This is an optimization exercise on Yosys and OpenROAD, whose aim is small area, a short achievable clock period and few clock cycles, not a production implementation.
The RTL was checked by simulation tests, not by an equivalence proof against the original design.
Power figures rest on the tool's default switching activity, not on a simulated workload.

==> amber <==
## nasa_fa
module nasa_fa (
    input  wire       clk,
    input  wire       rst,
    input  wire       in_valid,
    input  wire [7:0] in_data,
    output wire       in_ready,
    output reg        pl_valid,
    output reg  [7:0] pl_data,
    output reg        pl_last,
    output reg        pl_empty
);
==> flow/config.mk <==
export PLATFORM = sky130hd
export DESIGN_NAME = nasa_fa
export DESIGN_NICKNAME = nasa_fa
export VERILOG_FILES = /design/flow/design.v
export SDC_FILE = /design/flow/constraint.sdc
export NUM_CORES = 4
export LEC_CHECK = 0
export ABC_CLOCK_PERIOD_IN_PS = 3000
export CAP_MARGIN = 20
export CORE_MARGIN = 2
export CORE_UTILIZATION = 75
export CTS_BUF_LIST = sky130_fd_sc_hd__clkbuf_4 sky130_fd_sc_hd__clkbuf_8
export CTS_CLUSTER_DIAMETER = 55
export CTS_CLUSTER_SIZE = 20
export SLEW_MARGIN = 20
==> flow/constraint.sdc <==
create_clock -name core_clock -period 10.0 [get_ports {clk}]
set_input_delay 2.0000 -clock core_clock [delete_from_list [all_inputs] [get_ports {clk}]]
set_output_delay 2.0000 -clock core_clock [all_outputs]
set_load 0.01 [all_outputs]
standard.sh (not shown) runs the stock make flow with config.mk's settings and CLKGATE_MAP_FILE= SYNTH_SCRIPT=/design/flow/synth_recipe.tcl, a recipe that flattens the netlist after the stock synthesis.
==> flow/flow/run.sh <==
#!/bin/bash
# Own flow: the standard layout (standard.sh), unchanged synthesis, with
# two changes for the later steps: the port buffers are buf_4 cells instead
# of the smallest buffer, and timing repair aims at a larger setup margin.
set -euo pipefail
bash standard.sh synth > synth.log 2>&1
export SETUP_SLACK_MARGIN=7
export BUFFER_PORTS_ARGS="-buffer_cell sky130_fd_sc_hd__buf_4"
bash standard.sh > layout.log 2>&1
==> yarrow: changes against amber <==
--- a/flow/design.v
+++ b/flow/design.v
@@ -25,28 +25,30 @@
                 c = c[15] ? ({c[14:0], 1'b0} ^ 16'h1021) : {c[14:0], 1'b0};
             crc_step = c;
         end
     endfunction
     reg  [1023:0] ring;
-    reg  [3:0]    f0;                   
+    reg  [3:0]    f0, f127;             
     wire [7:0]    r0   = ring[7:0];
     wire [7:0]    r31  = ring[255:248];
     wire [7:0]    r63  = ring[511:504];
     wire [7:0]    r95  = ring[767:760];
+    wire [7:0]    r126 = ring[1015:1008];
     wire [7:0]    r127 = ring[1023:1016];
     reg           in_ready_q;
     wire          ins = in_valid && in_ready_q;
     always @(posedge clk) begin
         ring <= {ring[1015:0], ins ? in_data : r127};
-        f0   <= bcls(ins ? in_data : r127);
+        f127 <= bcls(r126);
+        f0   <= ins ? bcls(in_data) : f127;
     end
     assign in_ready = in_ready_q;
     reg  [6:0]  ph;         
-    reg  [6:0]  dt;         
+    reg  [6:0]  tail;       
     reg         uany;       
     reg  [6:0]  d;          
-    reg         d127;       
+    reg         d0, d127;   
     reg  [1:0]  st;
     reg  [6:0]  cs;         
     reg         hi_ok;      
     reg  [6:0]  rem;        
     reg         last_q;     
@@ -61,26 +63,26 @@
     reg  [1:0]  etap;
     reg  [6:0]  ecnt;
     reg         ezero, eone;    
     wire        fne    = focc[0];
     wire        ffull  = focc[3];
-    wire [7:0]  x      = r0;
-    wire [3:0]  xf     = f0;
+    wire [7:0]  x      = d127 ? r0 : r127;
+    wire [3:0]  xf     = d127 ? f0 : f127;
     wire        x_stx  = xf[0];
     wire        x_zero = xf[1];
     wire        x_etx  = xf[2];
     wire        x_len  = xf[3];
     wire        ok_frame = x_etx && crcz;
     wire        body_end = (st == S_BODY) && last_q;
     wire        stall  = ffull && body_end && ok_frame;
-    wire        sc_go  = uany && d127 && !stall;
+    wire        sc_go  = uany && (d0 || d127) && !stall;
     wire        nv_now   = b2_stx && b1_zero && x_len;
     wire        do_push  = sc_go && body_end && ok_frame;
     wire        jump     = sc_go && body_end && !ok_frame && (nv_v || nv_now);
-    wire [6:0]  sp       = ph - 7'd1;
-    wire [6:0]  cs_ph    = cs - ph;
-    wire [6:0]  dj       = nv_v ? cs_ph : 7'd124;
+    wire [6:0]  phm1     = ph - 7'd1;
+    wire [6:0]  sp       = d127 ? phm1 : ph;
+    wire [6:0]  dj       = nv_v ? cs - ph : d - 7'd3;
     reg  [1:0]  st_n;
     reg  [1:0]  cs_sel;     
     always @* begin
         st_n   = st;
         cs_sel = 2'd0;
@@ -104,12 +106,12 @@
             endcase
         end
     end
     wire        rebase = ins && !uany;
     wire [6:0]  ph_n   = ph + 7'd1;
-    wire        ph_tail = (dt == 7'd0);
-    wire        sp_tail = (dt == 7'd1);
+    wire        ph_tail = (ph == tail);
+    wire        sp_tail = d127 ? (phm1 == tail) : ph_tail;
     wire        uany_n  = jump || ins || (uany && !(sc_go && sp_tail));
     reg  [7:0]  etb;
     always @* begin
         case (etap)
             2'd0:    etb = r31;
@@ -129,14 +131,14 @@
     end
     wire        e_start = (es == E_IDLE) && fne && (front[4:0] == ph[4:0]);
     wire        e_pop   = (es == E_PAY) && (ezero || eone);
     wire        cand    = (st != S_SRCH);
     wire        empty   = !cand && !uany && !fne;
-    wire        jump_mb = (st == S_BODY) && last_q && nv_v;
+    wire        jump_mb = (st == S_BODY) && last_q && (nv_v || b2_stx);
     wire        nfne_n  = !focc[0] || (!focc[1] && e_pop);
-    wire        blk_n   = nfne_n && ((cand && cs_ph == 7'd1) ||
-                                     (uany && (d == 7'd1 || jump_mb)));
+    wire        blk_n   = nfne_n && ((cand && cs == ph_n) ||
+                                     (uany && (d0 || d == 7'd1 || jump_mb) && r126 == STX));
     wire        in_ready_n = (empty || ins || ph_tail) && !blk_n;
     always @(posedge clk) begin
         if (rst) begin
             ph         <= 7'd0;
             uany       <= 1'b0;
@@ -168,21 +170,24 @@
                 default: if (ezero || eone) es <= E_IDLE;
             endcase
         end
     end
     always @(posedge clk) begin
-        dt <= ins ? 7'd1 : dt + 7'd1;
+        if (ins) tail <= ph;
         if (jump) begin
             d    <= dj;
+            d0   <= (dj == 7'd0);
             d127 <= (dj == 7'd127);
         end else if (sc_go) begin
         end else if (rebase) begin
             d    <= 7'd127;
+            d0   <= 1'b0;
             d127 <= 1'b1;
         end else begin
             d    <= d - 7'd1;
-            d127 <= (d == 7'd0);
+            d0   <= (d == 7'd1);
+            d127 <= d0;
         end
         case (cs_sel)
             2'd1: cs <= sp;
             2'd2: cs <= sp - 7'd1;
             default: ;
CORE_UTILIZATION = 40   (was 75)
CTS_BUF_LIST = sky130_fd_sc_hd__clkbuf_8   (was sky130_fd_sc_hd__clkbuf_4 sky130_fd_sc_hd__clkbuf_8)
CTS_CLUSTER_DIAMETER = 60   (was 55)
CTS_CLUSTER_SIZE = 18   (was 20)
==> willow: changes against amber <==
--- a/flow/design.v
+++ b/flow/design.v
@@ -25,62 +25,64 @@
                 c = c[15] ? ({c[14:0], 1'b0} ^ 16'h1021) : {c[14:0], 1'b0};
             crc_step = c;
         end
     endfunction
     reg  [1023:0] ring;
-    reg  [3:0]    f0;                   
+    reg  [3:0]    f0, f127;             
     wire [7:0]    r0   = ring[7:0];
     wire [7:0]    r31  = ring[255:248];
     wire [7:0]    r63  = ring[511:504];
     wire [7:0]    r95  = ring[767:760];
+    wire [7:0]    r126 = ring[1015:1008];
     wire [7:0]    r127 = ring[1023:1016];
     reg           in_ready_q;
     wire          ins = in_valid && in_ready_q;
     always @(posedge clk) begin
         ring <= {ring[1015:0], ins ? in_data : r127};
-        f0   <= bcls(ins ? in_data : r127);
+        f127 <= bcls(r126);
+        f0   <= ins ? bcls(in_data) : f127;
     end
     assign in_ready = in_ready_q;
     reg  [6:0]  ph;         
-    reg  [6:0]  dt;         
+    reg  [6:0]  tail;       
     reg         uany;       
+    reg  [6:0]  sp;         
     reg  [6:0]  d;          
-    reg         d127;       
+    reg         d0, d127;   
     reg  [1:0]  st;
     reg  [6:0]  cs;         
     reg         hi_ok;      
     reg  [6:0]  rem;        
     reg         last_q;     
     reg  [15:0] crc;
     reg         crcz;       
     reg         nv_v;       
+    reg  [6:0]  nv;         
     reg         b1_stx, b1_zero, b2_stx;    
     reg  [6:0]  fq0, fq1, fq2, fq3;
     reg  [1:0]  fwp, frp;
     reg  [3:0]  focc;       
     reg  [1:0]  es;
     reg  [1:0]  etap;
     reg  [6:0]  ecnt;
     reg         ezero, eone;    
     wire        fne    = focc[0];
     wire        ffull  = focc[3];
-    wire [7:0]  x      = r0;
-    wire [3:0]  xf     = f0;
+    wire [7:0]  x      = d127 ? r0 : r127;
+    wire [3:0]  xf     = d127 ? f0 : f127;
     wire        x_stx  = xf[0];
     wire        x_zero = xf[1];
     wire        x_etx  = xf[2];
     wire        x_len  = xf[3];
     wire        ok_frame = x_etx && crcz;
     wire        body_end = (st == S_BODY) && last_q;
     wire        stall  = ffull && body_end && ok_frame;
-    wire        sc_go  = uany && d127 && !stall;
+    wire        sc_go  = uany && (d0 || d127) && !stall;
     wire        nv_now   = b2_stx && b1_zero && x_len;
     wire        do_push  = sc_go && body_end && ok_frame;
     wire        jump     = sc_go && body_end && !ok_frame && (nv_v || nv_now);
-    wire [6:0]  sp       = ph - 7'd1;
-    wire [6:0]  cs_ph    = cs - ph;
-    wire [6:0]  dj       = nv_v ? cs_ph : 7'd124;
+    wire [6:0]  jtgt     = nv_v ? nv : sp - 7'd2;
     reg  [1:0]  st_n;
     reg  [1:0]  cs_sel;     
     always @* begin
         st_n   = st;
         cs_sel = 2'd0;
@@ -104,13 +106,11 @@
             endcase
         end
     end
     wire        rebase = ins && !uany;
     wire [6:0]  ph_n   = ph + 7'd1;
-    wire        ph_tail = (dt == 7'd0);
-    wire        sp_tail = (dt == 7'd1);
-    wire        uany_n  = jump || ins || (uany && !(sc_go && sp_tail));
+    wire        uany_n = jump || ins || (uany && !(sc_go && sp == tail));
     reg  [7:0]  etb;
     always @* begin
         case (etap)
             2'd0:    etb = r31;
             2'd1:    etb = r63;
@@ -129,15 +129,15 @@
     end
     wire        e_start = (es == E_IDLE) && fne && (front[4:0] == ph[4:0]);
     wire        e_pop   = (es == E_PAY) && (ezero || eone);
     wire        cand    = (st != S_SRCH);
     wire        empty   = !cand && !uany && !fne;
-    wire        jump_mb = (st == S_BODY) && last_q && nv_v;
+    wire        jump_mb = (st == S_BODY) && last_q && (nv_v || b2_stx);
     wire        nfne_n  = !focc[0] || (!focc[1] && e_pop);
-    wire        blk_n   = nfne_n && ((cand && cs_ph == 7'd1) ||
-                                     (uany && (d == 7'd1 || jump_mb)));
-    wire        in_ready_n = (empty || ins || ph_tail) && !blk_n;
+    wire        blk_n   = nfne_n && ((cand && cs == ph_n) ||
+                                     (uany && (d0 || d == 7'd1 || jump_mb) && r126 == STX));
+    wire        in_ready_n = (empty || ins || ph == tail) && !blk_n;
     always @(posedge clk) begin
         if (rst) begin
             ph         <= 7'd0;
             uany       <= 1'b0;
             st         <= S_SRCH;
@@ -168,21 +168,27 @@
                 default: if (ezero || eone) es <= E_IDLE;
             endcase
         end
     end
     always @(posedge clk) begin
-        dt <= ins ? 7'd1 : dt + 7'd1;
+        if (ins) tail <= ph;
         if (jump) begin
-            d    <= dj;
-            d127 <= (dj == 7'd127);
+            sp   <= jtgt;
+            d    <= jtgt - ph_n;
+            d0   <= nv_v ? (nv == ph_n) : (d == 7'd3);
+            d127 <= nv_v ? (nv == ph)   : (d == 7'd2);
         end else if (sc_go) begin
+            sp   <= sp + 7'd1;
         end else if (rebase) begin
+            sp   <= ph;
             d    <= 7'd127;
+            d0   <= 1'b0;
             d127 <= 1'b1;
         end else begin
             d    <= d - 7'd1;
-            d127 <= (d == 7'd0);
+            d0   <= (d == 7'd1);
+            d127 <= d0;
         end
         case (cs_sel)
             2'd1: cs <= sp;
             2'd2: cs <= sp - 7'd1;
             default: ;
@@ -198,11 +204,14 @@
                 crc    <= 16'd0;
                 crcz   <= 1'b1;
                 nv_v   <= 1'b0;
             end
             if (st == S_BODY) begin
-                if (nv_now) nv_v <= 1'b1;
+                if (nv_now && !nv_v) begin
+                    nv_v <= 1'b1;
+                    nv   <= sp - 7'd2;
+                end
                 crc    <= crc_step(crc, x);
                 crcz   <= (crc_step(crc, x) == 16'd0);
                 rem    <= rem - 7'd1;
                 last_q <= (rem == 7'd2);
             end
@@ -226,8 +235,8 @@
                 ecnt  <= ecnt - 7'd1;
                 eone  <= (ecnt == 7'd2);
             end
             default: ;
         endcase
-        pl_data <= etb;
+        if (es == E_PAY) pl_data <= etb;
     end
 endmodule
==> flow/run.sh (new file) <==
#!/bin/bash
# synth_recipe.tcl (not shown) runs the flow's synth.tcl, then flattens the netlist and writes it again
# the make line also repeats each setting of config.mk as NAME=value (left out here)
make -C /OpenROAD-flow-scripts/flow DESIGN_CONFIG=/design/flow/config.mk WORK_HOME=/design/flow/orfs CLKGATE_MAP_FILE= SYNTH_SCRIPT=/design/flow/synth_recipe.tcl finish
CORE_UTILIZATION = 40   (was 75)
CTS_BUF_LIST = unset   (was sky130_fd_sc_hd__clkbuf_4 sky130_fd_sc_hd__clkbuf_8)
CTS_CLUSTER_DIAMETER = unset   (was 55)
CTS_CLUSTER_SIZE = unset   (was 20)
SETUP_SLACK_MARGIN = 5   (was unset)
removed: flow/flow/run.sh
removed: flow/standard.sh
==> qor summary <==
| metric | yarrow | willow | amber |
|---|---|---|---|
| Buffers plus inverters on the worst setup path | 1 | 2 | 1 |
| Relative contribution of the clock network to total power | 0.293 | 0.442 | 0.291 |
| Global-route total usage across every layer | 0.108 | 0.113 | 0.198 |
| Fraction of area in registers | 0.786 | 0.732 | 0.823 |
| Number of logic stages on the critical path including buffering | 1 | 6 | 1 |
| Worst-case clock skew | 0.0263 ns | 0.0202 ns | 0.0329 ns |
| Repair and plain buffers | 23 | 24 | 23 |
| Status | finished clean | finished clean | finished clean |
| Layout overhead on the synthesized area | 9.27% | 16.9% | 7.25% |
| Psw | 0.00149 W | 0.00183 W | 0.00141 W |
| Highest metal layer used by the detailed router | met4 | met4 | met5 |
| DP HPWL | 22.9 mm | 24.3 mm | 20.8 mm |
| Worst r2r src | d127$_DFFE_PP_ | d127$_DFFE_PP_ | nv_v$_DFFE_PP_ |
| Register Area | 24,100 µm² | 24,600 µm² | 23,900 µm² |
| Fraction of the mapped netlist area in compound gates | 0.0271 | 0.0243 | 0.0186 |
| Most Crowded Layer GR | met2 | met1 | met2 |
| Worst Tran Pin Value | 0.873 ns | 0.995 ns | 1.00 ns |
| Worst-case reg-to-reg path depth | 11 | 11 | 12 |
| Core area | 69,700 µm² | 71,200 µm² | 35,600 µm² |
Testbench counts of amber, summed over its fixed seeds: cycles 18,671.
Testbench counts of yarrow, summed over its fixed seeds: cycles 18,671.
Testbench counts of willow, summed over its fixed seeds: cycles 18,671.

-- re-timing with driven ports --
In the flow no input, the clock included, has a driving cell. The finished layouts below were timed again as built, in two steps. Step 1 sets driving cells, clkbuf_16 on the clock port and buf_2 on the other inputs (assumed; they add their load-dependent delay and slew). Step 2 also shifts input and output timing later by t, the mid clock arrival at the registers, as if the neighbouring blocks saw the same clock. a / b / c = ideal / step 1 / step 2; a / b = the first two.
run	t (ns)	setup WS [ns]	clock arrival spread, ns
amber	0.675	6.880 / 6.831 / 6.461	0.034 / 0.035
yarrow	0.716	6.805 / 6.750 / 6.460	0.044 / 0.044
willow	0.692	6.371 / 6.370 / 5.716	0.022 / 0.023
After both steps setup and hold are still met in every run listed. The setup slack of willow, which loses most, moves by -0.001 ns with the drivers and by -0.655 ns with both steps.
